Context: an optimization exercise on an open-source flow, tuned for small area. The choices shown serve that exercise and are no tape-out recipe.
Function was checked by simulation only, so behaviour that the tests miss may differ from the original.

==> design.v <==
module vig_permcore (
    input  wire       clk,
    input  wire       rst,         
    input  wire       in_valid,
    input  wire [1:0] in_op,       
    input  wire [7:0] in_data,
    input  wire [7:0] in_key,
    output wire       in_ready,
    output reg        out_valid,
    output wire [7:0] out_data,
    input  wire       out_ready,
    output reg        pvalid
);
    localparam OP_SEED      = 2'd0;
    localparam OP_SEED_LAST = 2'd1;
    localparam OP_ENC       = 2'd2;
    localparam OP_DEC       = 2'd3;
    function automatic [31:0] add;
        input [31:0] a;
        input [31:0] b;
        input        cin;
        integer n;
        reg c;
        begin
            c = cin;
            for (n = 0; n < 32; n = n + 1) begin
                add[n] = a[n] ^ b[n] ^ c;
                c = (a[n] & b[n]) | (a[n] & c) | (b[n] & c);
            end
        end
    endfunction
    reg        busy;        
    reg        start;       
    reg        fin;         
    reg        bld;         
    reg        bwd;         
    reg        hashing;     
    reg [15:0] s0;          
    reg [15:0] sf;          
    reg [7:0]  k;           
    reg [1:0]  ph;          
    reg [7:0]  r;           
    reg [7:0]  p;           
    reg [7:0]  key;         
    wire [15:0] s = (bwd ^ start) ? s0 : sf;
    assign in_ready = !busy && (!out_valid || out_ready);
    wire in_fire  = in_valid && in_ready && !rst;
    wire out_fire = out_valid && out_ready;
    assign out_data = p;
    wire [15:0] h      = hashing ? s0 : 16'd5381;
    wire [31:0] h33    = add({11'd0, h, 5'd0}, {16'd0, h}, 1'b0);
    wire [31:0] h_sum  = add(h33, {24'd0, in_data}, 1'b0);
    wire [15:0] h_next = h_sum[15:0];
    wire        fw  = !bwd;
    wire [31:0] a1  = add({14'd0, s, fw ? 2'b11 : 2'b01}, {16'd0, s} ^ {32{bwd}}, 1'b1);
    wire [31:0] a2  = add({9'd0, a1[18:0], fw ? 4'b1110 : 4'b0011}, {13'd0, a1[18:0]} ^ {32{fw}}, fw);
    wire [31:0] gw  = add({6'd0, a2[21:0], 4'b1110}, {10'd0, a2[21:0]}, 1'b0);
    wire [15:0] mc  = bwd ? {gw[8:0], 6'b111111, gw[25]} : a2[15:0];
    wire [15:0] mb  = bwd ? gw[24:9] : {9'd0, a2[22:16]};
    wire [31:0] md  = add({16'd0, mc}, ~{16'd0, mb}, 1'b1);
    wire [31:0] mr  = add({16'd0, md[15:0]}, 32'd0, md[16]);               
    wire [15:0] sn  = mr[15:0];
    wire [7:0]  byt  = (bwd && ph[1]) ? key : s[7:0];
    wire [3:0]  nib  = ph[0] ? byt[3:0] : byt[7:4];
    wire        big  = (k[7:4] != 4'd0) || (k[3:0] == 4'hf);    
    wire [7:0]  r_in = {r[7:4], r[3:0] | ({4{ph == 2'd1 && big}} & byt[7:4])};
    reg  [7:0]  q;
    reg  [31:0] t;
    integer b;
    always @* begin
        q = r_in;
        for (b = 3; b >= 0; b = b - 1) begin
            t = add({23'd0, q, nib[b]}, {23'd0, 1'b1, ~k}, 1'b0);    
            q = t[9] ? t[7:0] : {q[6:0], nib[b]};
        end
    end
    wire [7:0] j    = q;
    wire       hit  = (p == k) || (p == j);
    wire [7:0] p_tr = hit ? (p ^ k ^ j) : p;
    wire [31:0] pk  = add({24'd0, p}, {24'd0, key ^ {8{!bwd}}}, !bwd);   
    wire last_ph = (ph == 2'd3);
    wire k_end   = bwd ? (k == 8'd255) : (k == 8'd1);
    wire [7:0] k_nx = bwd ? k + 8'd1 : k - 8'd1;
    always @(posedge clk) begin
        if (rst) begin
            busy      <= 1'b0;
            start     <= 1'b0;
            fin       <= 1'b0;
            hashing   <= 1'b0;
            pvalid    <= 1'b0;
            out_valid <= 1'b0;
        end else begin
            if (out_fire) out_valid <= 1'b0;
            if (in_fire) begin
                if (in_op == OP_SEED) begin
                    s0      <= h_next;
                    hashing <= 1'b1;
                end else begin
                    busy  <= 1'b1;
                    start <= 1'b1;
                    bld   <= (in_op == OP_SEED_LAST);
                    bwd   <= (in_op == OP_ENC);
                    k     <= (in_op == OP_ENC) ? 8'd1 : 8'd255;
                    ph    <= (in_op == OP_ENC) ? 2'd0 : 2'd1;
                    r     <= 8'd0;
                    p     <= in_data;
                    key   <= in_key;
                    if (in_op == OP_SEED_LAST) begin
                        s0      <= h_next;
                        hashing <= 1'b0;
                    end
                end
            end
            if (start) begin
                start <= 1'b0;
                if (bwd) begin
                    s0  <= sn;
                    key <= s[7:0];
                    p   <= pk[7:0];
                end else
                    sf  <= sn;
            end else if (fin) begin
                fin  <= 1'b0;
                busy <= 1'b0;
                if (bld) begin
                    pvalid <= 1'b1;
                end else begin
                    out_valid <= 1'b1;
                    if (!bwd) p <= pk[7:0];
                end
            end else if (busy) begin
                r  <= last_ph ? 8'd0 : q;
                ph <= ph + 2'd1;
                if (ph[0] && !(last_ph && k_end)) begin
                    if (bwd) s0 <= sn;
                    else     sf <= sn;
                end
                if (bwd && last_ph) key <= s[7:0];
                if (last_ph) begin
                    p <= p_tr;
                    if (k_end)
                        fin <= 1'b1;
                    else begin
                        k  <= k_nx;
                        ph <= (k_nx[7:4] != 4'd0 || k_nx[3:0] == 4'hf) ? 2'd1 : 2'd0;
                    end
                end
            end
        end
    end
endmodule
==> flow/run.sh <==
#!/bin/bash
# Own layout flow.
# 1. the standard synthesis, unchanged.
# 2. Full adders flipped where that saves inversions (a full adder with every input
#    and output inverted computes the same), then the combinational logic, except the
#    full adder cells, re-mapped by Yosys and ABC for area; every register keeps its
#    instance name, cell and connections.
# 3. the standard layout of that netlist, with the smallest buffer on the ports
#    and a clock tree of small buffers without dummy loads.
# Each tool writes its full output to a log file here.
set -euo pipefail
res=orfs/results/sky130hd/vig_permcore/base
lib=$FLOW_HOME/platforms/sky130hd/lib/sky130_fd_sc_hd__tt_025C_1v80.lib

bash standard.sh synth > synth.log 2>&1

python3 flow/mklib.py "$lib" comb.lib > mklib.log 2>&1
cp "$res/1_2_yosys.v" standard_1_2_yosys.v
python3 flow/faflip.py standard_1_2_yosys.v flipped.v > faflip.log 2>&1
cat > reopt.ys <<EOY
read_liberty -lib $lib
read_liberty -overwrite comb.lib
read_verilog flipped.v
hierarchy -top $FLOW_TOP
flatten
opt -purge
abc -liberty comb.lib -script flow/abc_area.script
setundef -zero
hilomap -singleton -hicell sky130_fd_sc_hd__conb_1 HI -locell sky130_fd_sc_hd__conb_1 LO
splitnets
opt_clean -purge
rename -hide w:*.*
opt_clean -purge
stat -liberty $lib
write_verilog -noattr -nohex -nodec reopt.v
EOY
yosys -l reopt.log -s reopt.ys > /dev/null 2>&1
cp reopt.v "$res/1_2_yosys.v"
touch "$res/1_2_yosys.v"

bash standard.sh finish \
  BUFFER_PORTS_ARGS="-buffer_cell sky130_fd_sc_hd__buf_1" \
  CTS_ARGS="-sink_clustering_enable -repair_clock_nets -dont_use_dummy_load -buf_list {sky130_fd_sc_hd__clkbuf_4 sky130_fd_sc_hd__clkbuf_8}" \
  > layout.log 2>&1
==> flow/abc_area.script <==
strash
&get -n
&deepsyn -T 60
&put
strash
dch -f
map -a
mfs2
strash
dch -f
map -a
topo
==> flow/faflip.py <==
#!/usr/bin/env python3
"""Choose full adders to flip (FA is self-dual: FA(~a,~b,~c) = ~FA(a,b,c) on both
outputs) so that fewer inversions sit between adders, registers and other logic,
and rewrite the netlist with inverters around the flipped adders. A later ABC run
removes the inverter pairs this creates.
usage: faflip.py IN.v OUT.v"""
import re
import sys
from collections import defaultdict

src, dst = sys.argv[1], sys.argv[2]
text = open(src).read()
inst_re = re.compile(r"(sky130_fd_sc_hd__\w+)\s+(\\\S+\s|\S+)\s*\((.*?)\);", re.S)
pin_re = re.compile(r"\.(\w+)\(([^()]*)\)")
OUT = {"X", "Y", "Q", "Q_N", "SUM", "COUT", "HI", "LO"}
cells = []
for m in inst_re.finditer(text):
    typ, name, body = m.group(1), m.group(2).strip(), m.group(3)
    pins = {p: n.strip() for p, n in pin_re.findall(body)}
    cells.append((typ, name, pins, m.start(), m.end()))
drv = {}
sinks = defaultdict(list)
for i, (typ, name, pins, _, _) in enumerate(cells):
    for p, n in pins.items():
        if p in OUT:
            drv[n] = (i, p)
        else:
            sinks[n].append((i, p))
def esc(n):
    return n + " " if n.startswith("\\") else n
def is_inv(t):
    return re.search(r"__(clk)?inv_\d+$", t) is not None
def kind(t):
    if t.endswith("fa_1"):
        return "fa"
    if re.search(r"(df|edf)", t):
        return "ff"
    return "logic"
# source of a net through inverter chains: (net, parity)
def source(net):
    par = 0
    seen = 0
    while net in drv and is_inv(cells[drv[net][0]][0]) and seen < 8:
        net = cells[drv[net][0]][2]["A"]
        par ^= 1
        seen += 1
    return net, par
fa = [i for i, c in enumerate(cells) if kind(c[0]) == "fa"]
# edges: (fa_i, other, parity, weight); other = fa index or None (fixed polarity)
W_FIXED = {"fa": 1.0, "ff": 1.0, "logic": 0.25}
edges = defaultdict(list)
for i in fa:
    typ, name, pins, _, _ = cells[i]
    for p in ("A", "B", "CIN"):
        net, par = source(pins[p])
        if net in drv:
            j, _ = drv[net]
            k = kind(cells[j][0])
        else:
            j, k = None, "logic"   # port or constant
        if k == "fa":
            edges[i].append((j, par, 1.0))
            edges[j].append((i, par, 1.0))
        else:
            edges[i].append((None, par, W_FIXED[k]))
    for p in ("COUT", "SUM"):
        # sinks that are not adders, seen through inverters
        stack = [(pins[p], 0)]
        while stack:
            net, par = stack.pop()
            for j, q in sinks[net]:
                t = cells[j][0]
                if is_inv(t):
                    stack.append((cells[j][2]["Y"], par ^ 1))
                elif kind(t) != "fa":
                    edges[i].append((None, par, W_FIXED[kind(t)]))
flip = {i: 0 for i in fa}
def cost_of(i):
    c = 0.0
    for j, par, w in edges[i]:
        fj = flip[j] if j is not None else 0
        c += w * ((par ^ flip[i] ^ fj) & 1)
    return c
changed = True
rounds = 0
while changed and rounds < 50:
    changed = False
    rounds += 1
    for i in fa:
        before = cost_of(i)
        flip[i] ^= 1
        if cost_of(i) < before - 1e-9:
            changed = True
        else:
            flip[i] ^= 1
nflip = sum(flip.values())
# rewrite
out = []
last = 0
extra = []
wires = []
cnt = 0
for i, (typ, name, pins, s, e) in enumerate(cells):
    if i in flip and flip[i]:
        out.append(text[last:s])
        new = {}
        for p in ("A", "B", "CIN", "COUT", "SUM"):
            cnt += 1
            w = f"faflip_n{cnt}"
            wires.append(w)
            if p in ("A", "B", "CIN"):
                extra.append(f"  sky130_fd_sc_hd__inv_1 faflip_i{cnt} (.A({esc(pins[p])}), .Y({w}));")
            else:
                extra.append(f"  sky130_fd_sc_hd__inv_1 faflip_i{cnt} (.A({w}), .Y({esc(pins[p])}));")
            new[p] = w
        conn = ", ".join(f".{p}({new[p]})" for p in ("A", "B", "CIN", "COUT", "SUM"))
        out.append(f"{typ} {name} ({conn});")
        last = e
out.append(text[last:])
res = "".join(out)
k = res.rindex("endmodule")
decl = "".join(f"  wire {w};\n" for w in wires)
res = res[:k] + decl + "\n".join(extra) + "\n" + res[k:]
open(dst, "w").write(res)
print(f"{len(fa)} full adders, {nflip} flipped")
==> flow/mklib.py <==
#!/usr/bin/env python3
"""Write a liberty holding only the platform's combinational cells
(no registers, latches, full adders, tie cells, delay, clock-delay, power or
physical-only cells). Yosys reads it for the cells' functions and ABC maps to it.
usage: mklib.py PLATFORM.lib OUT.lib"""
import re
import sys

src, dst = sys.argv[1], sys.argv[2]
lib = open(src).read()
skip = re.compile(r"(df|dl|sdf|edf|fa_|conb|tap|fill|decap|probe|lpflow|diode|"
                  r"clkdly|dlygate|dlymetal|einv|ebuf|sedf|macro|bleeder)")
groups = []
first = None
for m in re.finditer(r'\n\s*cell\s*\(\s*"?([\w]+)"?\s*\)\s*\{', lib):
    if first is None:
        first = m.start()
    k = lib.index("{", m.start())
    depth = 0
    while True:
        c = lib[k]
        if c == "{":
            depth += 1
        elif c == "}":
            depth -= 1
            if depth == 0:
                break
        k += 1
    if not skip.search(m.group(1)):
        groups.append(lib[m.start():k + 1])
open(dst, "w").write(lib[:first] + "".join(groups) + "\n}\n")
print(f"{len(groups)} cells written to {dst}")
==> standard.sh <==
#!/bin/bash
# synth_recipe.tcl (not shown) runs the flow's synth.tcl, then flattens the netlist and writes it again
# the make line also repeats each setting of config.mk as NAME=value (left out here)
make -C /OpenROAD-flow-scripts/flow DESIGN_CONFIG=/design/flow/config.mk WORK_HOME=/design/flow/orfs CLKGATE_MAP_FILE= SYNTH_SCRIPT=/design/flow/synth_recipe.tcl "${@:-finish}"
==> config.mk <==
export PLATFORM = sky130hd
export DESIGN_NAME = vig_permcore
export DESIGN_NICKNAME = vig_permcore
export VERILOG_FILES = /design/flow/design.v
export SDC_FILE = /design/flow/constraint.sdc
export NUM_CORES = 8
export LEC_CHECK = 0
export ABC_AREA = 1
export CAP_MARGIN = 20
export CORE_MARGIN = 2
export CORE_UTILIZATION = 50
export PLACE_DENSITY = 0.65
export SLEW_MARGIN = 20
==> constraint.sdc <==
create_clock -name core_clock -period 55.0 [get_ports {clk}]
set_input_delay 11.0000 -clock core_clock [delete_from_list [all_inputs] [get_ports {clk}]]
set_output_delay 11.0000 -clock core_clock [all_outputs]
set_load 0.01 [all_outputs]
==> results of run 1 <==
## per-stage QoR
stage | util (%) | cells
after floorplan | - | 1002
after global placement | 54.2 | 1259
after detailed placement | 54.2 | 1259
after CTS | 55.0 | 1268
after global routing | 55.0 | 1268
final | 55.0 | 1268
## layout make-up
type / instances / area (µm²)
timing repair buffer: 42 / 195
sequential: 74 / 2160
fill: 1536 / 7180
tap: 216 / 270
clock buffer: 9 / 124
inverter: 172 / 646
multi-input combinational: 755 / 5360
## state kept, by name, summed over array words and instances, names as in the netlist
name and cells:
fin 1, hashing 1, out_valid 1, sf 16, pvalid 1, r 8
s0 16, p 8, key 8, bwd 1, ph 2, busy 1
k 8, start 1, bld 1
## worst max-delay path: cells and delay by family, from the launching register on
kind                     cells  cell delay [ns]
flip-flops                   1             0.32
buffers and inverters       19             2.76
AO/OA/AOI/OAI                4             0.74
AND/OR/NAND/NOR             23             3.80
adder cells (fa/ha/maj)     36            14.33
XOR/XNOR                     3             0.50
## per-layer routing
layer / up-vias / global-route usage (%) / wire length, µm
met1: 3254 / 41.9 / 10700
li1: 3393 / - / -
met5: - / 0 / 0
met2: 282 / 38.5 / 9130
met4: 0 / 4.95 / 204
met3: 17 / 3.34 / 1610
## final timing paths
| kind | endpoint | depth (start not counted) | from | slack, ns |
|---|---|---|---|---|
| setup / recovery | s0[15] | 85 | bwd | 32.24 |
| hold / removal | pvalid | 2 | pvalid | 0.49 |
| setup reg to reg | s0[15] | 85 | bwd | 32.24 |
| hold reg to reg | pvalid | 2 | pvalid | 0.49 |
## cells in the final DEF, fill, tap and decap left out, types with 2 or more instances in the layout
master,count
sky130_fd_sc_hd__dfxtp_1,6
sky130_fd_sc_hd__nand3_1,27
sky130_fd_sc_hd__a22oi_1,21
sky130_fd_sc_hd__nand4_1,2
sky130_fd_sc_hd__a211oi_1,3
sky130_fd_sc_hd__nor3_1,10
sky130_fd_sc_hd__nand2_1,168
sky130_fd_sc_hd__o2111ai_1,3
sky130_fd_sc_hd__edfxtp_1,68
sky130_fd_sc_hd__buf_4,10
sky130_fd_sc_hd__o22ai_1,11
sky130_fd_sc_hd__buf_1,32
sky130_fd_sc_hd__o211ai_1,10
sky130_fd_sc_hd__clkbuf_8,9
sky130_fd_sc_hd__clkinv_1,172
sky130_fd_sc_hd__fa_1,99
sky130_fd_sc_hd__a221oi_1,9
sky130_fd_sc_hd__and2_2,4
sky130_fd_sc_hd__nor2_1,147
sky130_fd_sc_hd__or2_2,6
sky130_fd_sc_hd__a31oi_1,11
sky130_fd_sc_hd__a21oi_1,49
sky130_fd_sc_hd__o21ai_0,91
sky130_fd_sc_hd__xnor2_1,28
sky130_fd_sc_hd__xor2_1,46
==> results.json, run 1 <==
{
  "drc": 0,
  "place.port_buffers": 32,
  "chipWidth_um": 132,
  "cts_inserted_buffers": 9,
  "synthesis.nets": 1123,
  "floorplan_core_area_mm2": 0.0159,
  "num_antenna_cells": 0,
  "cts-root-buf": "sky130_fd_sc_hd__clkbuf_8",
  "cts.clk_slew.worst_paths_ns": 0.07,
  "setup.worst_path.class": "reg2reg",
  "grt.total_usage_pct": 26.3,
  "htree_num_levels": 3,
  "drt.antenna.violating_nets": 0,
  "slowest_stage": "sky130_fd_sc_hd__buf_4",
  "wl_per_cell_um": 17.0,
  "post_route_cells_drive_above_1_share_pct": 2.95,
  "yosys_warnings": 1,
  "drv.max_cap_violation_count": 0,
  "grt_setup_unrepaired": "no",
  "hold_vio_cnt_final": 0,
  "num_vias": 6946,
  "cts_tree": "done",
  "detailedRoute.firstPassIterationCount": 5,
  "postRouteWirelength_um": 21600,
  "crit_path_arrival_time_ns": 22.85,
  "cts_resized": 0,
  "grt_max_degree": 54,
  "ios": 33,
  "final_net_count": 1175,
  "post-route-cell-area_mm2": 0.00876,
  "initial_core_util_pct": 51.2,
  "first_global_vias": 6675,
  "route.detailed.vias_per_inst": 5.48,
  "final_min_period_over_clock_period_pct": 41.4,
  "totalNegativeSetupSlack_ns": 0,
  "pre_cts_ws_ns": 32.20,
  "timing.critical_path.from_type": "register",
  "synth_cells": 1002,
  "critical_path.max_stage_delay_ns": 0.60,
  "area.growth.synth_to_final_pct": 7.23,
  "relSlewSlack_pct": 31.3,
  "hold_ws_ns": 0.492,
  "max_clk_rate_mhz": 43.9,
  "tightestPinTransition_ns": 1.02,
  "ctsLongestPathBuffers": 2,
  "hold_path_class": "reg2reg",
  "first_pass_grt_wire_length_um": 35900,
  "num_rows": 46,
  "crit_path_end_kind": "register",
  "placement.cell_area_mm2": 0.00864,
  "worstPathMaxFanout": 53,
  "die-area_mm2": 0.0174,
  "post_synth.cell_area_avg_um2": 8.15,
  "outcome": "timing/DRC/antenna clean",
  "fp.dieH_um": 132,
  "final_setup_skew_ns": 0.0204,
  "tritoncts_num_sinks": 74,
  "final-max-slew-violation-count": 0,
  "gp_congestion": 0.875,
  "crit_path_frequent_cell": "sky130_fd_sc_hd__fa_1",
  "fin_ws_ns": 32.24,
  "worst_skew_pair.late_latency_ns": 0.36,
  "number_of_design_rule_violations_left_by_the_first_detailed_router_iteration": 793,
  "grt_overflow_total": 0,
  "worst_ep_required_time_ns": 55.10,
  "post-dp-hpwl_um": 17600,
  "setup_viol": 0,
  "antenna_found_initial": 0,
  "fin_crit_ns": 22.76,
  "cts.hold.buffers_added": 0,
  "syn_area_mm2": 0.00817,
  "cts_setup_buffers": 0
}
==> run 2, diff against run 1 <==
==> flow/abc_area.script (replaced) <==
strash
&get -n
&deepsyn -T 60
&st
&nf -R 1000 -p -a
&put
topo
==> run 2 against run 1 <==
- clock-buffer cell count unchanged
- fmax rose by 1.6%
- via count decreased by 10%
- clock skew up 0.0012 ns
- synthesized area decreased by 1.9%
- die area shrank 1.9%
- final cell count shrank 18%
- sequential cell count did not move
- critical path type is now in2out
- critical endpoint is now in_ready
- largest cell class unchanged
- highest routed layer unchanged
==> results.json, run 2 <==
{
  "outcome": "timing/DRC/antenna clean",
  "tightestPinTransition_ns": 1.04,
  "synth_cells": 777,
  "post_route_cells_drive_above_1_share_pct": 2.18,
  "setup_viol": 0,
  "cts.clk_slew.worst_paths_ns": 0.07,
  "relSlewSlack_pct": 30.2,
  "commonest_non_fill_non_tap_cell_in_the_layout": "sky130_fd_sc_hd__fa_1",
  "largest_registers": "s0: 16 flops, sf: 16 flops",
  "final_net_count": 949,
  "postRouteWirelength_um": 21400,
  "area.growth.synth_to_final_pct": 7.26,
  "grt_max_degree": 59,
  "first_pass_grt_wire_length_um": 34100,
  "initial_core_util_pct": 50.8,
  "gp_congestion": 0.898,
  "antenna_found_initial": 0,
  "syn_area_mm2": 0.00801,
  "totalNegativeSetupSlack_ns": 0,
  "die-area_mm2": 0.0171,
  "crit_path_arrival_time_ns": 11.39,
  "grt_overflow_total": 0,
  "final_setup_skew_ns": 0.0216,
  "crit_path_end_kind": "primary output",
  "hold_vio_cnt_final": 0,
  "number_of_design_rule_violations_left_by_the_first_detailed_router_iteration": 699,
  "grt.total_usage_pct": 26.7,
  "detailedRoute.firstPassIterationCount": 6,
  "worst_ep_required_time_ns": 44.00,
  "ctsLongestPathBuffers": 2,
  "ios": 33,
  "wl_per_cell_um": 20.6,
  "worstPathMaxFanout": 2,
  "timing.critical_path.from_type": "input pin",
  "route.detailed.vias_per_inst": 6.00,
  "num_vias": 6254,
  "num_rows": 46,
  "synthesis.nets": 898,
  "setup.worst_path.class": "in2out",
  "yosys_warnings": 1,
  "placed_cells": 1033,
  "first_global_vias": 6162,
  "cts.hold.buffers_added": 0,
  "cts_tree": "done",
  "drt.antenna.violating_nets": 0,
  "fin_crit_ns": 22.39,
  "post-dp-hpwl_um": 16600,
  "max_clk_rate_mhz": 44.7,
  "place.port_buffers": 32,
  "final_cells": 1042,
  "cts_resized": 0,
  "drv.max_cap_violation_count": 0,
  "drc": 0,
  "hold_path_class": "reg2reg",
  "chipWidth_um": 131,
  "fp.dieH_um": 131,
  "final-max-slew-violation-count": 0,
  "floorplan_core_area_mm2": 0.0158,
  "cts_inserted_buffers": 9,
  "post_synth.cell_area_avg_um2": 10.3,
  "worst_skew_pair.late_latency_ns": 0.37,
  "most_frequent_cells_in_the_layout": "sky130_fd_sc_hd__fa_1 (99), sky130_fd_sc_hd__nor2_1 (82), sky130_fd_sc_hd__nand2_1 (77), sky130_fd_sc_hd__xnor2_1 (69), sky130_fd_sc_hd__edfxtp_1 (68)",
  "cts_setup_buffers": 0,
  "tritoncts_num_sinks": 74,
  "cts-root-buf": "sky130_fd_sc_hd__clkbuf_8",
  "htree_num_levels": 3,
  "num_antenna_cells": 0,
  "grt_setup_unrepaired": "no",
  "final_min_period_over_clock_period_pct": 40.7
}
-- run 2: cell types whose count changed in the layout (fill, tap and decap cells not counted), sizes merged, moves of 18 or more --
cell,before,now
clkinv,172,30
nand2,168,77
nor2,147,82
o21ai,91,33
xnor2,28,70
mux2i,1,30
mux2,1,26
nand2b,0,19
nor2b,0,19
xor2,46,28
-- run 2: cell type report --
type	instances	area, µm²
Clock buffer	9	124
Fill cell	1427	7180
Inverter	30	113
Multi-Input combinational cell	673	5750
Sequential cell	74	2160
Tap cell	216	270
Timing Repair Buffer	40	180
-- run 2: path summary, 6_finish.rpt --
path,start,endpoint,slack (ns),depth (start not counted)
hold reg to reg,fin,fin,0.50,2
hold / removal,fin,fin,0.50,2
setup reg to reg,bwd,s0[13],32.97,62
setup / recovery,out_ready,in_ready,32.61,4
-- run 2: per-layer routing --
metal	global-route usage (%)	part of all wire, %
met1	42.6	49
met2	37.2	42
met3	4.89	7.4
met4	7.32	1.7
met5	0	0
-- run 2: worst max-delay path, cell delays in order --
cell and delay, ns:
sky130_fd_sc_hd__buf_1 0.07, sky130_fd_sc_hd__nor2b_1 0.14, sky130_fd_sc_hd__nor2_1 0.06, sky130_fd_sc_hd__buf_1 0.12
-- run 2: metrics by stage --
step	hold WS (ns)	utilization [%]	instance area, µm²	worst slack, ns
after floorplan	0.448	-	8010	32.76
after global placement	0.464	53.7	8470	32.61
after detailed placement	0.472	53.7	8470	32.60
after CTS	0.495	54.5	8590	32.60
after global routing	0.528	54.5	8590	31.88
final	0.497	54.5	8590	32.61
==> run 3, diff against run 2 <==
--- a/flow/run.sh
+++ b/flow/run.sh
@@ -40,5 +40,5 @@
 
 bash standard.sh finish \
   BUFFER_PORTS_ARGS="-buffer_cell sky130_fd_sc_hd__buf_1" \
-  CTS_ARGS="-sink_clustering_enable -repair_clock_nets -dont_use_dummy_load -buf_list {sky130_fd_sc_hd__clkbuf_4 sky130_fd_sc_hd__clkbuf_8}" \
+  CTS_ARGS="-sink_clustering_enable -sink_clustering_size 20 -sink_clustering_max_diameter 100 -sink_clustering_levels 1 -repair_clock_nets -dont_use_dummy_load -buf_list {sky130_fd_sc_hd__clkbuf_8}" \
   > layout.log 2>&1
==> run 3 against run 2 <==
- highest routed layer unchanged
- still clean
- critical endpoint unchanged
- non-clock buffer count unchanged
==> results.json, run 3 <==
{
  "worst_skew_pair.late_latency_ns": 0.37,
  "gp_congestion": 0.898,
  "hold_vio_cnt_final": 0,
  "totalNegativeSetupSlack_ns": 0,
  "final-max-slew-violation-count": 0,
  "wirelength_met1_um": 10500,
  "wl_per_cell_um": 20.6,
  "worstPathMaxFanout": 2,
  "cts_resized": 0,
  "cts_setup_buffers": 0,
  "num_antenna_cells": 0,
  "worst_ep_required_time_ns": 44.00,
  "final_setup_skew_ns": 0.0216,
  "final_min_period_over_clock_period_pct": 40.7,
  "initial_core_util_pct": 50.8,
  "yosys_warnings": 1,
  "post-dp-hpwl_um": 16600,
  "cts.clk_slew.worst_paths_ns": 0.07,
  "final_net_count": 949,
  "outcome": "timing/DRC/antenna clean",
  "area.growth.synth_to_final_pct": 7.26,
  "crit_path_end_kind": "primary output",
  "grt.total_usage_pct": 26.7,
  "number_of_design_rule_violations_left_by_the_first_detailed_router_iteration": 699,
  "chipWidth_um": 131,
  "drv.max_cap_violation_count": 0,
  "place.port_buffers": 32,
  "cts.hold.buffers_added": 0,
  "cts-root-buf": "sky130_fd_sc_hd__clkbuf_8",
  "dr_top_layer": "met4",
  "commonest_non_fill_non_tap_cell_in_the_layout": "sky130_fd_sc_hd__fa_1",
  "wl_met2_um": 9030,
  "drc": 0,
  "timing.critical_path.from_type": "input pin",
  "postRouteWirelength_um": 21400,
  "ctsLongestPathBuffers": 2,
  "synth_cells": 777,
  "wl_met3_um": 1580,
  "setup.worst_path.class": "in2out",
  "route.detailed.vias_per_inst": 6.00,
  "ios": 33,
  "post_route_cells_drive_above_1_share_pct": 2.18,
  "reg2reg_slack_ns": 32.97,
  "fin_crit_ns": 22.39,
  "drt.antenna.violating_nets": 0,
  "grt_max_degree": 59,
  "relSlewSlack_pct": 30.2,
  "syn_area_mm2": 0.00801,
  "hold_ws_ns": 0.497,
  "tightestPinTransition_ns": 1.04,
  "first_pass_grt_wire_length_um": 34100,
  "num_rows": 46,
  "most_frequent_cells_in_the_layout": "sky130_fd_sc_hd__fa_1 (99), sky130_fd_sc_hd__nor2_1 (82), sky130_fd_sc_hd__nand2_1 (77), sky130_fd_sc_hd__xnor2_1 (69), sky130_fd_sc_hd__edfxtp_1 (68)",
  "htree_num_levels": 3,
  "synthesis.nets": 898,
  "die-area_mm2": 0.0171,
  "detailedRoute.firstPassIterationCount": 6,
  "setup_viol": 0,
  "antenna_found_initial": 0,
  "cts_tree": "done",
  "hold_path_class": "reg2reg",
  "grt_overflow_total": 0,
  "post_synth.cell_area_avg_um2": 10.3,
  "cts_inserted_buffers": 9,
  "floorplan_core_area_mm2": 0.0158,
  "tritoncts_num_sinks": 74,
  "crit_path_arrival_time_ns": 11.39,
  "grt_setup_unrepaired": "no",
  "first_global_vias": 6162,
  "max_clk_rate_mhz": 44.7,
  "fp.dieH_um": 131,
  "num_vias": 6254,
  "largest_registers": "s0: 16 flops, sf: 16 flops"
}
[run 3: cell type report]
class,instances,area [µm²]
sequential,74,2160
inverter,30,113
fill,1427,7180
tap,216,270
timing repair buffer,40,180
multi-input combinational,673,5750
clock buffer,9,124
[run 3: critical path, stage by stage]
cell and delay (ns):
sky130_fd_sc_hd__buf_1 0.07, sky130_fd_sc_hd__nor2b_1 0.14, sky130_fd_sc_hd__nor2_1 0.06, sky130_fd_sc_hd__buf_1 0.12
[run 3: worst paths after layout]
check / from / to / cells after the start
worst max-delay path: out_ready / in_ready / 4
worst min-delay path: fin / fin / 2
worst max register to register: bwd / s0[13] / 62
worst min register to register: fin / fin / 2
[run 3: routing by layer]
| layer | vias to the layer above | track usage, % |
|---|---|---|
| li1 | 2865 | - |
| met1 | 3086 | 42.6 |
| met2 | 271 | 37.2 |
| met3 | 32 | 4.89 |
| met4 | 0 | 7.32 |
| met5 | - | 0 |
[run 3: stage by stage]
step	cell area, µm²	cells	util [%]	worst slack, ns
2_1_floorplan	8010	777	-	32.76
3_3_place_gp	8470	1033	53.7	32.61
3_5_place_dp	8470	1033	53.7	32.60
4_1_cts	8590	1042	54.5	32.60
5_1_grt	8590	1042	54.5	31.88
6_report	8590	1042	54.5	32.61
==> run 4, diff against run 3 <==
--- a/flow/run.sh
+++ b/flow/run.sh
@@ -40,5 +40,5 @@
 
 bash standard.sh finish \
   BUFFER_PORTS_ARGS="-buffer_cell sky130_fd_sc_hd__buf_1" \
-  CTS_ARGS="-sink_clustering_enable -sink_clustering_size 20 -sink_clustering_max_diameter 100 -sink_clustering_levels 1 -repair_clock_nets -dont_use_dummy_load -buf_list {sky130_fd_sc_hd__clkbuf_8}" \
+  CTS_ARGS="-sink_clustering_enable -sink_clustering_size 30 -sink_clustering_max_diameter 150 -repair_clock_nets -dont_use_dummy_load -buf_list {sky130_fd_sc_hd__clkbuf_8}" \
   > layout.log 2>&1
==> run 4 against run 3 <==
- final cell count is the same
- utilization did not move
- clock skew unchanged
- critical path depth unchanged
- wire length unchanged
- worst setup slack unchanged
- first-iteration DRC count unchanged
- critical path type unchanged
- register-to-register slack is essentially flat
- sequential share of layout area is the same
==> results.json, run 4 <==
{
  "post_synth.cell_area_avg_um2": 10.3,
  "rr_endpoint": "s0[13]",
  "final-max-slew-violation-count": 0,
  "reg2reg_slack_ns": 32.97,
  "num_rows": 46,
  "grt_setup_unrepaired": "no",
  "commonest_non_fill_non_tap_cell_in_the_layout": "sky130_fd_sc_hd__fa_1",
  "syn_area_mm2": 0.00801,
  "final_setup_skew_ns": 0.0216,
  "totalNegativeSetupSlack_ns": 0,
  "tightestPinTransition_ns": 1.04,
  "outcome": "timing/DRC/antenna clean",
  "crit_path_start": "out_ready",
  "synthesis.nets": 898,
  "crit_path_arrival_time_ns": 11.39,
  "grt_max_degree": 59,
  "timing.reg2reg.worst_path_depth": 62,
  "first_global_vias": 6162,
  "worst_ep_required_time_ns": 44.00,
  "cts_resized": 0,
  "setup_viol": 0,
  "cts.hold.buffers_added": 0,
  "groute.layer.met2.usage_pct": 37.2,
  "cts_setup_buffers": 0,
  "cts-root-buf": "sky130_fd_sc_hd__clkbuf_8",
  "postRouteWirelength_um": 21400,
  "grt_overflow_total": 0,
  "num_vias": 6254,
  "ios": 33,
  "yosys_warnings": 1,
  "busiest_layer": "met1",
  "ctsLongestPathBuffers": 2,
  "htree_num_levels": 3,
  "detailedRoute.firstPassIterationCount": 6,
  "cts_tree": "done",
  "fp.dieH_um": 131,
  "timing.critical_path.to": "in_ready",
  "final_min_period_over_clock_period_pct": 40.7,
  "setup.worst_path.class": "in2out",
  "cts_inserted_buffers": 9,
  "largest_registers": "s0: 16 flops, sf: 16 flops",
  "worst_skew_pair.late_latency_ns": 0.37,
  "layout.core_utilization_pct": 54.5,
  "first_pass_grt_wire_length_um": 34100,
  "relSlewSlack_pct": 30.2,
  "num_antenna_cells": 0,
  "initial_core_util_pct": 50.8,
  "place.port_buffers": 32,
  "drc": 0,
  "worstPathMaxFanout": 2,
  "most_frequent_cells_in_the_layout": "sky130_fd_sc_hd__fa_1 (99), sky130_fd_sc_hd__nor2_1 (82), sky130_fd_sc_hd__nand2_1 (77), sky130_fd_sc_hd__xnor2_1 (69), sky130_fd_sc_hd__edfxtp_1 (68)",
  "chipWidth_um": 131,
  "post-dp-hpwl_um": 16600,
  "synth_cells": 777,
  "route.detailed.vias_per_inst": 6.00,
  "max_clk_rate_mhz": 44.7,
  "die-area_mm2": 0.0171,
  "number_of_design_rule_violations_left_by_the_first_detailed_router_iteration": 699,
  "cts.clk_slew.worst_paths_ns": 0.07,
  "post_route_cells_drive_above_1_share_pct": 2.18,
  "grt_util_met1_pct": 42.6,
  "grt_use_met3_pct": 4.89,
  "gp_congestion": 0.898,
  "timing.critical_path.from_type": "input pin",
  "grt.total_usage_pct": 26.7,
  "drt.antenna.violating_nets": 0,
  "final_net_count": 949,
  "fin_crit_ns": 22.39,
  "crit_path_end_kind": "primary output",
  "drv.max_cap_violation_count": 0,
  "hold_path_class": "reg2reg",
  "hold_vio_cnt_final": 0,
  "floorplan_core_area_mm2": 0.0158,
  "tritoncts_num_sinks": 74,
  "reg2reg_from": "bwd",
  "wl_per_cell_um": 20.6,
  "area.growth.synth_to_final_pct": 7.26,
  "antenna_found_initial": 0
}
run 4: worst min-delay path by stage:
stage	startpoint	to	slack (ns)	cells past startpoint
after global placement	pvalid	pvalid	0.46	2
after detailed placement	pvalid	pvalid	0.47	2
final	fin	fin	0.50	2
after floorplan	fin	fin	0.45	2
after CTS	fin	fin	0.50	2
after global routing	fin	fin	0.53	2
run 4: cell type report:
cell class / count / area [µm²]
inverter: 30 / 113
timing repair buffer: 40 / 180
fill: 1427 / 7180
clock buffer: 9 / 124
sequential: 74 / 2160
multi-input combinational: 673 / 5750
tap: 216 / 270
run 4: metal layers:
| layer | share of wire (%) | up-vias |
|---|---|---|
| li1 | - | 2865 |
| met1 | 49 | 3086 |
| met2 | 42 | 271 |
| met3 | 7.4 | 32 |
| met4 | 1.7 | 0 |
| met5 | 0 | - |
run 4: through the flow:
| step | instance area (µm²) | setup slack (ns) | std cells | hold slack (ns) |
|---|---|---|---|---|
| floorplan | 8010 | 32.76 | 777 | 0.448 |
| global placement | 8470 | 32.61 | 1033 | 0.464 |
| detailed placement | 8470 | 32.60 | 1033 | 0.472 |
| CTS | 8590 | 32.60 | 1042 | 0.495 |
| global route | 8590 | 31.88 | 1042 | 0.528 |
| finish | 8590 | 32.61 | 1042 | 0.497 |
run 4: worst max-delay path, cell delays in order:
cell and delay (ns):
sky130_fd_sc_hd__buf_1 0.07, sky130_fd_sc_hd__nor2b_1 0.14, sky130_fd_sc_hd__nor2_1 0.06, sky130_fd_sc_hd__buf_1 0.12
==> run 5, diff against run 4 <==
--- a/flow/run.sh
+++ b/flow/run.sh
@@ -17,14 +17,17 @@
 python3 flow/mklib.py "$lib" comb.lib > mklib.log 2>&1
 cp "$res/1_2_yosys.v" standard_1_2_yosys.v
 python3 flow/faflip.py standard_1_2_yosys.v flipped.v > faflip.log 2>&1
-cat > reopt.ys <<EOY
+# ABC's deep synthesis is randomized: four seeds, the smallest result kept
+for seed in 1 2 3 4; do
+  sed "s/&deepsyn -T 60/\&deepsyn -T 60 -S $seed/" flow/abc_area.script > abc_$seed.script
+  cat > reopt_$seed.ys <<EOY
 read_liberty -lib $lib
 read_liberty -overwrite comb.lib
 read_verilog flipped.v
 hierarchy -top $FLOW_TOP
 flatten
 opt -purge
-abc -liberty comb.lib -script flow/abc_area.script
+abc -liberty comb.lib -script abc_$seed.script
 setundef -zero
 hilomap -singleton -hicell sky130_fd_sc_hd__conb_1 HI -locell sky130_fd_sc_hd__conb_1 LO
 splitnets
@@ -32,13 +35,21 @@
 rename -hide w:*.*
 opt_clean -purge
 stat -liberty $lib
-write_verilog -noattr -nohex -nodec reopt.v
+write_verilog -noattr -nohex -nodec reopt_$seed.v
 EOY
-yosys -l reopt.log -s reopt.ys > /dev/null 2>&1
+  yosys -l reopt_$seed.log -s reopt_$seed.ys > /dev/null 2>&1 &
+done
+wait
+best=$(for seed in 1 2 3 4; do
+  area=$(grep 'Chip area' reopt_$seed.log 2>/dev/null | tail -1 | awk '{print $NF}' || true)
+  if [ -n "$area" ] && [ -s reopt_$seed.v ]; then echo "$area $seed"; fi
+done | sort -g | head -1 | awk '{print $2}')
+echo "kept seed $best" > reopt_choice.log
+cp reopt_$best.v reopt.v
 cp reopt.v "$res/1_2_yosys.v"
 touch "$res/1_2_yosys.v"
 
 bash standard.sh finish \
   BUFFER_PORTS_ARGS="-buffer_cell sky130_fd_sc_hd__buf_1" \
-  CTS_ARGS="-sink_clustering_enable -sink_clustering_size 30 -sink_clustering_max_diameter 150 -repair_clock_nets -dont_use_dummy_load -buf_list {sky130_fd_sc_hd__clkbuf_8}" \
+  CTS_ARGS="-sink_clustering_enable -repair_clock_nets -dont_use_dummy_load -buf_list {sky130_fd_sc_hd__clkbuf_4 sky130_fd_sc_hd__clkbuf_8}" \
   > layout.log 2>&1
==> run 5 against run 4 <==
- final cell count down 2.0%
- synthesized cell count down 2.4%
- wire length down 3.8%
- critical endpoint unchanged
==> results.json, run 5 <==
{
  "timing.critical_path.from_type": "input pin",
  "synthesis.nets": 879,
  "final_setup_skew_ns": 0.0184,
  "drv.max_cap_violation_count": 0,
  "final_net_count": 928,
  "worstPathMaxFanout": 2,
  "critical_path.top_delay_family": "simple AND/OR/NAND/NOR gates",
  "first_global_vias": 6084,
  "cts_setup_buffers": 0,
  "worst_ep_required_time_ns": 44.00,
  "cts_inserted_buffers": 9,
  "cts-root-buf": "sky130_fd_sc_hd__clkbuf_8",
  "relSlewSlack_pct": 31.7,
  "post_synth.cell_area_avg_um2": 10.5,
  "first_pass_grt_wire_length_um": 33100,
  "commonest_non_fill_non_tap_cell_in_the_layout": "sky130_fd_sc_hd__fa_1",
  "max_clk_rate_mhz": 44.7,
  "die-area_mm2": 0.0170,
  "num_antenna_cells": 0,
  "area.growth.synth_to_final_pct": 7.10,
  "slowest_stage": "sky130_fd_sc_hd__nor2b_1",
  "setup_viol": 0,
  "final-max-slew-violation-count": 0,
  "antenna_found_initial": 0,
  "grt.total_usage_pct": 25.7,
  "setup.worst_path.class": "in2out",
  "grt_overflow_total": 0,
  "postRouteWirelength_um": 20600,
  "critical_path.max_stage_delay_ns": 0.13,
  "yosys_warnings": 1,
  "tritoncts_num_sinks": 74,
  "fp.dieH_um": 130,
  "chipWidth_um": 130,
  "floorplan_core_area_mm2": 0.0158,
  "route.detailed.vias_per_inst": 6.04,
  "crit_path_end_kind": "primary output",
  "fill_cells": 1452,
  "cts_resized": 0,
  "initial_core_util_pct": 50.6,
  "final_min_period_over_clock_period_pct": 40.7,
  "hold_path_class": "reg2reg",
  "fin_crit_ns": 22.40,
  "tightestPinTransition_ns": 0.997,
  "detailedRoute.firstPassIterationCount": 5,
  "ios": 33,
  "hold_vio_cnt_final": 0,
  "most_frequent_cells_in_the_layout": "sky130_fd_sc_hd__fa_1 (99), sky130_fd_sc_hd__xnor2_1 (69), sky130_fd_sc_hd__edfxtp_1 (68), sky130_fd_sc_hd__nand2_1 (63), sky130_fd_sc_hd__nor2_1 (61)",
  "synth_cells": 758,
  "drt.antenna.violating_nets": 0,
  "grt_setup_unrepaired": "no",
  "totalNegativeSetupSlack_ns": 0,
  "cp_cell_sequence": "buf_1 > nor2b_1 > nor2_1 > buf_1",
  "crit_path_frequent_cell": "sky130_fd_sc_hd__buf_1",
  "worst-path-buf-inv": 2,
  "num_vias": 6162,
  "syn_area_mm2": 0.00798,
  "cts_tree": "done",
  "drc": 0,
  "ctsLongestPathBuffers": 2,
  "place.port_buffers": 32,
  "gp_congestion": 0.929,
  "htree_num_levels": 3,
  "largest_registers": "s0: 16 flops, sf: 16 flops",
  "worst_skew_pair.late_latency_ns": 0.36,
  "number_of_design_rule_violations_left_by_the_first_detailed_router_iteration": 571,
  "wl_per_cell_um": 20.2,
  "num_rows": 46,
  "cts.clk_slew.worst_paths_ns": 0.08,
  "outcome": "timing/DRC/antenna clean",
  "post-dp-hpwl_um": 16100,
  "cts.hold.buffers_added": 0,
  "grt_max_degree": 72,
  "placed_cells": 1012,
  "post_route_cells_drive_above_1_share_pct": 1.99,
  "final_cells": 1021,
  "crit_path_arrival_time_ns": 11.40
}
run 5: changes by cell type in the layout (fill, tap and decap cells not counted), sizes merged, moves of 4 or more:
cell	change
a22oi	-4
o21ai	+4
a222oi	-4
o221ai	+4
nand3b	-4
mux2i	-7
xor2	+14
o211ai	-5
nand3	-6
o22a	+12
o21a	+12
nor2	-21
nand2	-14
run 5: area by class of cell:
type	instances	area [µm²]	area share, %
clock buffers	9	124	1.45
inverters	33	124	1.45
multi-input cells	651	5710	66.7
flip-flops and latches	74	2160	25.3
well taps	216	270	3.16
repair buffers	38	165	1.93
run 5: final timing paths:
check	from	end	slack, ns	cells past startpoint
max	out_ready	in_ready	32.60	4
min	pvalid	pvalid	0.49	2
max reg2reg	bwd	s0[15]	32.78	66
min reg2reg	pvalid	pvalid	0.49	2
run 5: tightest hold or removal path: cells and delay by family (launching register included):
kind	cells	cell delay (ns)
AO/OA/AOI/OAI	1	0.04
flip-flops	1	0.33
AND/OR/NAND/NOR	1	0.08
run 5: metrics by stage:
stage | instance area (µm²) | setup slack [ns] | hold WS [ns] | util [%]
6_report | 8550 | 32.60 | 0.488 | 54.2
5_1_grt | 8550 | 31.71 | 0.527 | 54.2
3_5_place_dp | 8430 | 32.60 | 0.475 | 53.4
3_3_place_gp | 8430 | 32.61 | 0.465 | 53.4
4_1_cts | 8550 | 32.60 | 0.495 | 54.2
2_1_floorplan | 7980 | 32.78 | 0.448 | -
run 5: metal layers:
metal  GRT usage (%)  vias up  part of all wire [%]  routed length (µm)
met2            36.9      261                    43                8790
met5               0        -                     0                   0
met3            3.69       35                   7.3                1500
met1            40.8     3074                    48                9950
li1                -     2792                     -                   -
met4            6.88        0                   1.7                 358
==> run 6, diff against run 5 <==
--- a/design.v
+++ b/design.v
@@ -35,6 +35,7 @@
     reg        bld;         
     reg        bwd;         
     reg        hashing;     
+    reg [15:0] h;           
     reg [15:0] s0;          
     reg [15:0] sf;          
     reg [7:0]  k;           
@@ -47,8 +48,8 @@
     wire in_fire  = in_valid && in_ready && !rst;
     wire out_fire = out_valid && out_ready;
     assign out_data = p;
-    wire [15:0] h      = hashing ? s0 : 16'd5381;
-    wire [31:0] h33    = add({11'd0, h, 5'd0}, {16'd0, h}, 1'b0);
+    wire [15:0] hh     = hashing ? h : 16'd5381;
+    wire [31:0] h33    = add({11'd0, hh, 5'd0}, {16'd0, hh}, 1'b0);
     wire [31:0] h_sum  = add(h33, {24'd0, in_data}, 1'b0);
     wire [15:0] h_next = h_sum[15:0];
     wire        fw  = !bwd;
@@ -93,7 +94,7 @@
             if (out_fire) out_valid <= 1'b0;
             if (in_fire) begin
                 if (in_op == OP_SEED) begin
-                    s0      <= h_next;
+                    h       <= h_next;
                     hashing <= 1'b1;
                 end else begin
                     busy  <= 1'b1;
==> run 6 against run 5 <==
- still clean
- die area is 5.3% higher
- final cell count grew 4.6%
- sequential share of layout area increased by 3.9 points
- utilization up 0.64 points
- first-iteration DRC count fell by 18%
- non-clock buffer count up 8
- clock-buffer cell count stayed put
- global-route usage shrank 0.63 points
- register-to-register slack improved by 0.45 ns
==> results.json, run 6 <==
{
  "ios": 33,
  "max_clk_rate_mhz": 44.6,
  "synthesis.nets": 914,
  "initial_core_util_pct": 51.0,
  "crit_path_frequent_cell": "sky130_fd_sc_hd__buf_1",
  "synth_cells": 793,
  "seqCellArea_mm2": 0.00264,
  "post-dp-hpwl_um": 16800,
  "cts_resized": 0,
  "busiest_layer": "met2",
  "route.detailed.vias_per_inst": 5.92,
  "grt_setup_unrepaired": "no",
  "cts-root-buf": "sky130_fd_sc_hd__clkbuf_8",
  "final_cells": 1068,
  "first_pass_grt_wire_length_um": 34600,
  "cts.clk_slew.worst_paths_ns": 0.08,
  "placed_cells": 1059,
  "final_setup_skew_ns": 0.0308,
  "place.port_buffers": 32,
  "first_global_vias": 6516,
  "slowest_stage": "sky130_fd_sc_hd__buf_1",
  "crit_path_arrival_time_ns": 11.44,
  "timing.critical_path.from_type": "input pin",
  "largest_registers": "h: 16 flops, s0: 16 flops, sf: 16 flops",
  "fp.dieH_um": 134,
  "fin_ws_ns": 32.56,
  "tightestPinTransition_ns": 1.04,
  "setup_viol": 0,
  "critical_path.max_stage_delay_ns": 0.18,
  "detailedRoute.firstPassIterationCount": 5,
  "die-area_mm2": 0.0179,
  "grt_use_met3_pct": 2.87,
  "ctsLongestPathBuffers": 2,
  "gp_congestion": 0.933,
  "postRouteWirelength_um": 21200,
  "hold_vio_cnt_final": 0,
  "timing.reg2reg.worst_path_depth": 66,
  "yosys_warnings": 1,
  "final_net_count": 971,
  "cp_cell_sequence": "buf_1 > nor2b_1 > nor2_1 > buf_1",
  "drt.antenna.violating_nets": 0,
  "drv.max_cap_violation_count": 0,
  "area.growth.synth_to_final_pct": 7.62,
  "setup.worst_path.class": "in2out",
  "number_of_design_rule_violations_left_by_the_first_detailed_router_iteration": 468,
  "drc": 0,
  "chipWidth_um": 134,
  "num_rows": 47,
  "post_route_cells_drive_above_1_share_pct": 3.07,
  "commonest_non_fill_non_tap_cell_in_the_layout": "sky130_fd_sc_hd__fa_1",
  "num_vias": 6319,
  "totalNegativeSetupSlack_ns": 0,
  "antenna_found_initial": 0,
  "timing.hold.worst_path_depth": 2,
  "final_min_period_over_clock_period_pct": 40.8,
  "post_synth.cell_area_avg_um2": 10.6,
  "worst_ep_required_time_ns": 44.00,
  "htree_num_levels": 3,
  "floorplan_core_area_mm2": 0.0165,
  "tritoncts_num_sinks": 90,
  "grt_overflow_total": 0,
  "groute.layer.met2.usage_pct": 43.3,
  "worstPathMaxFanout": 3,
  "wl_per_cell_um": 19.8,
  "grt_max_degree": 45,
  "cts_tree": "done",
  "crit_path_end_kind": "primary output",
  "num_antenna_cells": 0,
  "cts_setup_buffers": 0,
  "hold_path_class": "reg2reg",
  "pre_cts_ws_ns": 32.57,
  "multi_input_area_mm2": 0.00567,
  "cts_inserted_buffers": 9,
  "outcome": "timing/DRC/antenna clean",
  "cts.hold.buffers_added": 0,
  "worst_skew_pair.late_latency_ns": 0.38,
  "final-max-slew-violation-count": 0,
  "grt_util_met1_pct": 32.5,
  "fin_crit_ns": 22.44,
  "grt.total_usage_pct": 25.1,
  "most_frequent_cells_in_the_layout": "sky130_fd_sc_hd__fa_1 (99), sky130_fd_sc_hd__edfxtp_1 (84), sky130_fd_sc_hd__nor2_1 (81), sky130_fd_sc_hd__nand2_1 (76), sky130_fd_sc_hd__xnor2_1 (70)",
  "fill_cells": 1432,
  "syn_area_mm2": 0.00842,
  "relSlewSlack_pct": 29.8
}
[run 6: layout make-up]
class                   instances  area share [%]
inverters                      35            1.45
repair buffers                 46            2.48
well taps                     220            3.04
multi-input cells             668            62.5
flip-flops and latches         90            29.2
clock buffers                   9            1.37
[run 6: path summary, 6_finish.rpt]
| path | from | endpoint | slack, ns |
|---|---|---|---|
| worst max-delay path | out_ready | in_ready | 32.56 |
| worst min-delay path | fin | fin | 0.48 |
| worst max register to register | bwd | s0[13] | 33.23 |
| worst min register to register | fin | fin | 0.48 |
[run 6: metrics by stage]
step	hold slack (ns)	area, µm²	util [%]
after floorplan	0.439	8420	-
final	0.477	9060	54.9
after CTS	0.480	9060	54.9
after global placement	0.454	8940	54.1
after global routing	0.496	9060	54.9
after detailed placement	0.467	8940	54.1
[run 6: worst max-delay path, delay by kind of cell]
kind / cells / cell delay (ns)
buffers and inverters: 2 / 0.25
and+or+nand+nor: 2 / 0.20
[run 6: per-layer routing]
layer | routed length (µm) | part of all wire [%] | vias up
met3 | 1040 | 4.9 | 51
li1 | - | - | 2920
met4 | 765 | 3.6 | 0
met1 | 8660 | 41 | 3125
met2 | 10700 | 51 | 223
met5 | 0 | 0 | -
==> run 7, diff against run 6 <==
--- a/design.v
+++ b/design.v
@@ -35,7 +35,6 @@
     reg        bld;         
     reg        bwd;         
     reg        hashing;     
-    reg [15:0] h;           
     reg [15:0] s0;          
     reg [15:0] sf;          
     reg [7:0]  k;           
@@ -48,8 +47,8 @@
     wire in_fire  = in_valid && in_ready && !rst;
     wire out_fire = out_valid && out_ready;
     assign out_data = p;
-    wire [15:0] hh     = hashing ? h : 16'd5381;
-    wire [31:0] h33    = add({11'd0, hh, 5'd0}, {16'd0, hh}, 1'b0);
+    wire [15:0] h      = hashing ? s0 : 16'd5381;
+    wire [31:0] h33    = add({11'd0, h, 5'd0}, {16'd0, h}, 1'b0);
     wire [31:0] h_sum  = add(h33, {24'd0, in_data}, 1'b0);
     wire [15:0] h_next = h_sum[15:0];
     wire        fw  = !bwd;
@@ -64,7 +63,7 @@
     wire [7:0]  byt  = (bwd && ph[1]) ? key : s[7:0];
     wire [3:0]  nib  = ph[0] ? byt[3:0] : byt[7:4];
     wire        big  = (k[7:4] != 4'd0) || (k[3:0] == 4'hf);    
-    wire [7:0]  r_in = {r[7:4], r[3:0] | ({4{ph == 2'd1 && big}} & byt[7:4])};
+    wire [7:0]  r_in = (ph == 2'd0) ? 8'd0 : (ph == 2'd1 && big) ? {4'd0, byt[7:4]} : r;
     reg  [7:0]  q;
     reg  [31:0] t;
     integer b;
@@ -82,6 +81,8 @@
     wire last_ph = (ph == 2'd3);
     wire k_end   = bwd ? (k == 8'd255) : (k == 8'd1);
     wire [7:0] k_nx = bwd ? k + 8'd1 : k - 8'd1;
+    always @(posedge clk)
+        r <= q;
     always @(posedge clk) begin
         if (rst) begin
             busy      <= 1'b0;
@@ -94,7 +95,7 @@
             if (out_fire) out_valid <= 1'b0;
             if (in_fire) begin
                 if (in_op == OP_SEED) begin
-                    h       <= h_next;
+                    s0      <= h_next;
                     hashing <= 1'b1;
                 end else begin
                     busy  <= 1'b1;
@@ -103,7 +104,6 @@
                     bwd   <= (in_op == OP_ENC);
                     k     <= (in_op == OP_ENC) ? 8'd1 : 8'd255;
                     ph    <= (in_op == OP_ENC) ? 2'd0 : 2'd1;
-                    r     <= 8'd0;
                     p     <= in_data;
                     key   <= in_key;
                     if (in_op == OP_SEED_LAST) begin
@@ -130,7 +130,6 @@
                     if (!bwd) p <= pk[7:0];
                 end
             end else if (busy) begin
-                r  <= last_ph ? 8'd0 : q;
                 ph <= ph + 2'd1;
                 if (ph[0] && !(last_ph && k_end)) begin
                     if (bwd) s0 <= sn;
==> run 7 against run 6 <==
- synthesized cell count is 5.0% lower
- wire length is 8.7% lower
- sequential cell count is 16 lower
- sequential share of layout area is 4.2 points lower
- non-clock buffer count is 6 lower
- utilization is 0.067 points lower
- synthesized area is 7.7% lower
- cell area is 8.1% lower
- largest cell class unchanged
==> results.json, run 7 <==
{
  "outcome": "timing/DRC/antenna clean",
  "final_min_period_over_clock_period_pct": 40.7,
  "crit_path_end_kind": "primary output",
  "setup.worst_path.class": "in2out",
  "cts.clk_slew.worst_paths_ns": 0.07,
  "timing.reg2reg.worst_path_depth": 64,
  "final_net_count": 928,
  "setup_viol": 0,
  "most_frequent_cells_in_the_layout": "sky130_fd_sc_hd__fa_1 (102), sky130_fd_sc_hd__nor2_1 (81), sky130_fd_sc_hd__nand2_1 (71), sky130_fd_sc_hd__xnor2_1 (68), sky130_fd_sc_hd__edfxtp_1 (60)",
  "synthesis.nets": 877,
  "wl_per_cell_um": 19.5,
  "drt.antenna.violating_nets": 0,
  "final-max-slew-violation-count": 0,
  "fp.dieH_um": 129,
  "cts-root-buf": "sky130_fd_sc_hd__clkbuf_8",
  "first_global_vias": 6110,
  "slowest_stage": "sky130_fd_sc_hd__nor2b_1",
  "grt_overflow_total": 0,
  "worst_skew_pair.late_latency_ns": 0.37,
  "postRouteWirelength_um": 19300,
  "initial_core_util_pct": 51.1,
  "multi_input_area_mm2": 0.00562,
  "groute.layer.met2.usage_pct": 44.6,
  "place.port_buffers": 32,
  "fill_cells": 1349,
  "syn_area_mm2": 0.00777,
  "worstPathMaxFanout": 2,
  "cts_resized": 0,
  "cp_cell_sequence": "buf_1 > nor2b_1 > nor2_1 > buf_1",
  "yosys_warnings": 1,
  "drv.max_cap_violation_count": 0,
  "hold_path_class": "reg2reg",
  "cts_inserted_buffers": 9,
  "hold_vio_cnt_final": 0,
  "crit_path_frequent_cell": "sky130_fd_sc_hd__buf_1",
  "grt_setup_unrepaired": "no",
  "floorplan_core_area_mm2": 0.0152,
  "htree_num_levels": 3,
  "grt_util_met1_pct": 31.4,
  "first_pass_grt_wire_length_um": 32100,
  "num_antenna_cells": 0,
  "tritoncts_num_sinks": 74,
  "route.detailed.vias_per_inst": 5.93,
  "grt.total_usage_pct": 25.1,
  "ios": 33,
  "worst_ep_required_time_ns": 44.00,
  "busiest_layer": "met2",
  "cts_setup_buffers": 0,
  "timing.critical_path.from_type": "input pin",
  "chipWidth_um": 129,
  "timing.hold.worst_path_depth": 2,
  "totalNegativeSetupSlack_ns": 0,
  "number_of_design_rule_violations_left_by_the_first_detailed_router_iteration": 445,
  "relSlewSlack_pct": 31.5,
  "largest_registers": "s0: 16 flops, sf: 16 flops",
  "cts_tree": "done",
  "crit_path_arrival_time_ns": 11.39,
  "tightestPinTransition_ns": 0.999,
  "drc": 0,
  "post_route_cells_drive_above_1_share_pct": 2.37,
  "num_rows": 45,
  "cts.hold.buffers_added": 0,
  "detailedRoute.firstPassIterationCount": 6,
  "area.growth.synth_to_final_pct": 7.18,
  "commonest_non_fill_non_tap_cell_in_the_layout": "sky130_fd_sc_hd__fa_1",
  "post-dp-hpwl_um": 15800,
  "post_synth.cell_area_avg_um2": 10.3,
  "grt_use_met3_pct": 3.41,
  "gp_congestion": 0.909,
  "fin_crit_ns": 22.39,
  "final_setup_skew_ns": 0.0358,
  "critical_path.max_stage_delay_ns": 0.13,
  "ctsLongestPathBuffers": 2,
  "max_clk_rate_mhz": 44.7,
  "die-area_mm2": 0.0166,
  "grt_max_degree": 57,
  "seqCellArea_mm2": 0.00208,
  "antenna_found_initial": 0,
  "num_vias": 5872,
  "synth_cells": 753
}
## run 7: through the flow
| stage | setup WS (ns) | area, µm² | std cells | utilization [%] | hold WS, ns |
|---|---|---|---|---|---|
| after global placement | 32.60 | 8200 | 981 | 53.9 | 0.455 |
| final | 32.61 | 8330 | 990 | 54.8 | 0.515 |
| after global routing | 32.57 | 8330 | 990 | 54.8 | 0.548 |
| after detailed placement | 32.61 | 8200 | 981 | 53.9 | 0.506 |
| after floorplan | 32.78 | 7770 | 753 | - | 0.470 |
| after CTS | 32.61 | 8320 | 990 | 54.7 | 0.523 |
## run 7: worst paths after layout
kind                  start        to  slack [ns]
setup / recovery  out_ready  in_ready       32.61
hold / removal       pvalid    pvalid        0.52
setup reg to reg        bwd    s0[15]       34.14
hold reg to reg      pvalid    pvalid        0.52
## run 7: cell type report
type / instances / share of cell area, %
repair buffers: 40 / 2.16
flip-flops and latches: 74 / 25.0
clock buffers: 9 / 1.49
well taps: 188 / 2.82
inverters: 23 / 1.04
multi-input cells: 656 / 67.5
## run 7: layer usage
| layer | wire, µm | vias to the layer above |
|---|---|---|
| li1 | - | 2744 |
| met3 | 555 | 37 |
| met2 | 10300 | 144 |
| met5 | 0 | - |
| met1 | 7910 | 2947 |
| met4 | 563 | 0 |
## run 7: critical path: cells and delay by family
kind                   cells  cell delay (ns)
AND/OR/NAND/NOR            2             0.19
buffers and inverters      2             0.20

-- re-timing with driven ports --
In the flow no input, the clock included, has a driving cell. The finished layouts below were timed again as built, in two steps. Step 1: set_driving_cell puts a clkbuf_16 on clk and a buf_2 on each other input, an assumption about the parent block. Step 2 adds t to the input delays and takes it off the output delays; t is the mean of the earliest and latest rising clock arrival at the registers after step 1. Input paths then give back, and output paths get back, about the clock's delay inside the block. Three values: no drivers, after step 1, after step 2; two values: the first two.
| run | t, ns | setup WS [ns] | hold WS [ns] | worst setup path after step 2 |
|---|---|---|---|---|
| run 1 | 0.392 | 32.242 / 32.242 / 32.242 | 0.492 / 0.492 / 0.492 | register to register |
| run 2 | 0.394 | 32.607 / 32.587 / 32.587 | 0.497 / 0.497 / 0.497 | input to output |
| run 3 | 0.394 | 32.607 / 32.587 / 32.587 | 0.497 / 0.497 / 0.497 | input to output |
| run 4 | 0.394 | 32.607 / 32.587 / 32.587 | 0.497 / 0.497 / 0.497 | input to output |
| run 5 | 0.393 | 32.604 / 32.583 / 32.583 | 0.488 / 0.488 / 0.488 | input to output |
| run 6 | 0.399 | 32.556 / 32.525 / 32.525 | 0.477 / 0.477 / 0.477 | input to output |
| run 7 | 0.390 | 32.610 / 32.588 / 32.588 | 0.515 / 0.515 / 0.515 | input to output |
After both steps setup and hold are still met in every run listed. The setup slack of run 6, which loses most, moves by -0.031 ns with the drivers and by -0.031 ns with both steps.
